Source: an optimization exercise on an open RTL-to-GDS flow (aim: small area, a short achievable clock period and few clock cycles per item). Production flows keep margins and buffers that such runs may drop. Function was checked by simulation only, so behaviour that the tests miss may differ from the original. Power is estimated from default activity; no workload was simulated. The flow treats the clock pin as an ideal source, which a real chip does not have.

Design oqpsk_mod, start of the top module:
module oqpsk_mod (
    input  wire        clk,
    input  wire        rst,
    input  wire        cmd_valid,
    output wire        cmd_ready,
    input  wire [1:0]  cmd_op,
    input  wire [7:0]  cmd_arg,
    input  wire [31:0] cmd_data,
    output reg         out_valid,
    input  wire        out_ready,
    output reg  [31:0] out_i,
    output reg  [31:0] out_q
);
==> flow/config.mk <==
export PLATFORM = sky130hd
export DESIGN_NAME = oqpsk_mod
export DESIGN_NICKNAME = oqpsk_mod
export VERILOG_FILES = /design/flow/design.v
export SDC_FILE = /design/flow/constraint.sdc
export NUM_CORES = 4
export LEC_CHECK = 0
export CAP_MARGIN = 20
export CORE_MARGIN = 2
export CORE_UTILIZATION = 60
export SLEW_MARGIN = 20
==> flow/constraint.sdc <==
create_clock -name core_clock -period 22.0 [get_ports {clk}]
set_input_delay 4.4000 -clock core_clock [delete_from_list [all_inputs] [get_ports {clk}]]
set_output_delay 4.4000 -clock core_clock [all_outputs]
set_load 0.01 [all_outputs]
standard.sh (not shown) runs the stock make flow with config.mk's settings and CLKGATE_MAP_FILE= SYNTH_SCRIPT=/design/flow/synth_recipe.tcl, a recipe that flattens the netlist after the stock synthesis.
==> flow/flow/run.sh <==
#!/bin/bash
# The standard layout (the standard.sh, whole), with these changes:
#  - ports are buffered with buf_2 cells (the default picks a slow delay cell);
#  - clock tree synthesis does not add dummy loads and clusters up to 24
#    sinks per clkbuf_16;
#  - timing repair aims for 16.5 ns of setup slack (the clock stays 22 ns).
set -euo pipefail
export BUFFER_PORTS_ARGS="-buffer_cell sky130_fd_sc_hd__buf_2"
export CTS_ARGS="-sink_clustering_enable -repair_clock_nets -dont_use_dummy_load -buf_list sky130_fd_sc_hd__clkbuf_16 -sink_clustering_size 24 -sink_clustering_max_diameter 120"
export SETUP_SLACK_MARGIN=16.5
bash standard.sh > standard.log 2>&1
The starting point passed the timing, DRC and antenna checks.
Testbench counts at the start, summed over its fixed seeds: cycles 87,959, items 86,016.
Edit:
--- a/flow/flow/run.sh
+++ b/flow/flow/run.sh
@@ -4 +4 @@
-#  - clock tree synthesis does not add dummy loads and clusters up to 24
+#  - clock tree synthesis does not add dummy loads and clusters up to 28
@@ -9 +9 @@
-export CTS_ARGS="-sink_clustering_enable -repair_clock_nets -dont_use_dummy_load -buf_list sky130_fd_sc_hd__clkbuf_16 -sink_clustering_size 24 -sink_clustering_max_diameter 120"
+export CTS_ARGS="-sink_clustering_enable -repair_clock_nets -dont_use_dummy_load -buf_list sky130_fd_sc_hd__clkbuf_16 -sink_clustering_size 28 -sink_clustering_max_diameter 130"
Settings changed: CORE_UTILIZATION 60 to 40, PLACE_DENSITY set to 0.9.
Combinational power barely changes.
Routed wire length fell by 3.9%.
Setup slack improves by 0.13 ns.
Power fell by about 0.7%.
Synthesized cell count stays the same.
Clock power fell by 4.8%.
Fmax rose by about 2.4%.
Area after synthesis stays the same.
Die area rose by 49%.
Clock-buffer cell count fell by 5.
Edit:
--- a/flow/flow/run.sh
+++ b/flow/flow/run.sh
@@ -4 +4 @@
-#  - clock tree synthesis does not add dummy loads and clusters up to 28
+#  - clock tree synthesis does not add dummy loads and clusters up to 24
@@ -9 +9 @@
-export CTS_ARGS="-sink_clustering_enable -repair_clock_nets -dont_use_dummy_load -buf_list sky130_fd_sc_hd__clkbuf_16 -sink_clustering_size 28 -sink_clustering_max_diameter 130"
+export CTS_ARGS="-sink_clustering_enable -repair_clock_nets -dont_use_dummy_load -buf_list sky130_fd_sc_hd__clkbuf_16 -sink_clustering_size 24 -sink_clustering_max_diameter 120"
Settings changed: PLACE_DENSITY 0.9 to not set.
The changed run ran to the end with no violations.
Final area came out higher by 0.46%.
Hold slack gains 0.0062 ns.
Synthesized area does not change.
Register-to-register slack improves by 0.05 ns.
Worst setup slack is worse by 0.12 ns.
Edit:
Settings changed: PLACE_DENSITY set to 0.8.
After rerunning:
- maximum frequency increases by 2.0%
- synthesized cell count stays the same
- clock-buffer cell count increases by 1
- design area hardly moves
- first-iteration DRC count increases by 28%
- area after synthesis does not change
- total power is about the same
Edit:
--- a/flow/flow/run.sh
+++ b/flow/flow/run.sh
@@ -4 +4 @@
-#  - clock tree synthesis does not add dummy loads and clusters up to 24
+#  - clock tree synthesis does not add dummy loads and clusters up to 28
@@ -9 +9 @@
-export CTS_ARGS="-sink_clustering_enable -repair_clock_nets -dont_use_dummy_load -buf_list sky130_fd_sc_hd__clkbuf_16 -sink_clustering_size 24 -sink_clustering_max_diameter 120"
+export CTS_ARGS="-sink_clustering_enable -repair_clock_nets -dont_use_dummy_load -buf_list sky130_fd_sc_hd__clkbuf_16 -sink_clustering_size 28 -sink_clustering_max_diameter 130"
Settings changed: PLACE_DENSITY 0.8 to not set.
Effect:
- The changed run produced a clean layout
- cell area decreases by about 0.36%
- non-clock buffer count rose by 3
- die area is unchanged
- final cell count barely changes
- critical path depth does not change
- core utilization is lower by 0.16 points
- power is lower by 1.6%
- fmax fell by 1.9%
- wire length grows by 4.3%
- worst setup slack is worse by 0.11 ns
- combinational power stays flat
Edit:
Settings changed: PLACE_DENSITY set to 0.8.
Utilization stays flat. Total power stays flat. Clock-buffer cell count climbs by 1. Design area is about the same. Synthesized cell count is unchanged. Maximum frequency climbs by 2.0%. Combinational power stays flat.


oqpsk_mod again, from the RTL that the note above started with.
Settings: LEC_CHECK=0, CAP_MARGIN=20, CORE_MARGIN=2, CORE_UTILIZATION=40, SLEW_MARGIN=20; clock period 22.0 ns.
==> flow/flow/run.sh <==
#!/bin/bash
# The standard layout, with these changes:
#  - ports are buffered with buf_2 cells (the default picks a slow delay cell);
#  - clock tree synthesis does not add dummy loads and clusters up to 24
#    sinks per clkbuf_16.
set -euo pipefail
export BUFFER_PORTS_ARGS="-buffer_cell sky130_fd_sc_hd__buf_2"
export CTS_ARGS="-sink_clustering_enable -repair_clock_nets -dont_use_dummy_load -buf_list sky130_fd_sc_hd__clkbuf_16 -sink_clustering_size 24 -sink_clustering_max_diameter 120"
bash standard.sh > standard.log 2>&1
Testbench counts at the start, summed over its fixed seeds: cycles 87,959, items 86,016.
Edit:
==> flow/flow/run.sh (replaced) <==
#!/bin/bash
# The standard layout (the standard.sh, whole), with these changes:
#  - ports are buffered with buf_2 cells (the default picks a slow delay cell);
#  - clock tree synthesis does not add dummy loads and clusters up to 32
#    sinks per clkbuf_16;
#  - timing repair aims for 16.5 ns of setup slack (the clock stays 22 ns).
set -euo pipefail
export BUFFER_PORTS_ARGS="-buffer_cell sky130_fd_sc_hd__buf_2"
export CTS_ARGS="-sink_clustering_enable -repair_clock_nets -dont_use_dummy_load -buf_list sky130_fd_sc_hd__clkbuf_16 -sink_clustering_size 32 -sink_clustering_max_diameter 150"
export SETUP_SLACK_MARGIN=16.5
bash standard.sh > standard.log 2>&1
The changed run passed the timing, DRC and antenna checks.
Register-to-register slack improved by 0.07 ns.
Wire length is lower by 0.72%.
Synthesized cell count is unchanged.
Global-route usage falls by 0.24 points.
Power came out lower by 2.9%.
Critical path depth fell by 3.

-- separate check: timing with driven ports --
No port has a modelled driver above. Below, the same layouts with a new extraction and two added sets of constraints. Step 1 assumes that a clkbuf_16 drives the clock port and a buf_2 every other input. Step 2 also shifts input and output timing later by t, the mid clock arrival at the registers, as if the neighbouring blocks saw the same clock. Three values: no drivers, after step 1, after step 2; two values: the first two.
| run | shift t [ns] | slack for setup (ns) | hold slack, ns |
|---|---|---|---|
| the first run of note 1 | 0.677 | 16.297 / 16.228 / 16.079 | 0.269 / 0.269 / 0.269 |
| the second run of note 1 | 0.654 | 16.432 / 16.364 / 16.010 | 0.314 / 0.314 / 0.314 |
| the third run of note 1 | 0.680 | 16.311 / 16.251 / 16.030 | 0.321 / 0.321 / 0.321 |
| the fourth run of note 1 | 0.665 | 16.422 / 16.364 / 15.954 | 0.305 / 0.305 / 0.305 |
| the fifth run of note 1 | 0.672 | 16.317 / 16.249 / 16.038 | 0.307 / 0.307 / 0.307 |
| the sixth run of note 1 | 0.662 | 16.430 / 16.366 / 15.951 | 0.317 / 0.317 / 0.317 |
| the first run of note 2 | 0.669 | 16.294 / 16.314 / 15.661 | 0.319 / 0.319 / 0.319 |
| the second run of note 2 | 0.650 | 16.308 / 16.248 / 16.044 | 0.325 / 0.325 / 0.325 |
After both steps every run listed still meets setup and hold. The setup slack of the first run of note 2, which loses most, moves by +0.020 ns with the drivers and by -0.633 ns with both steps.
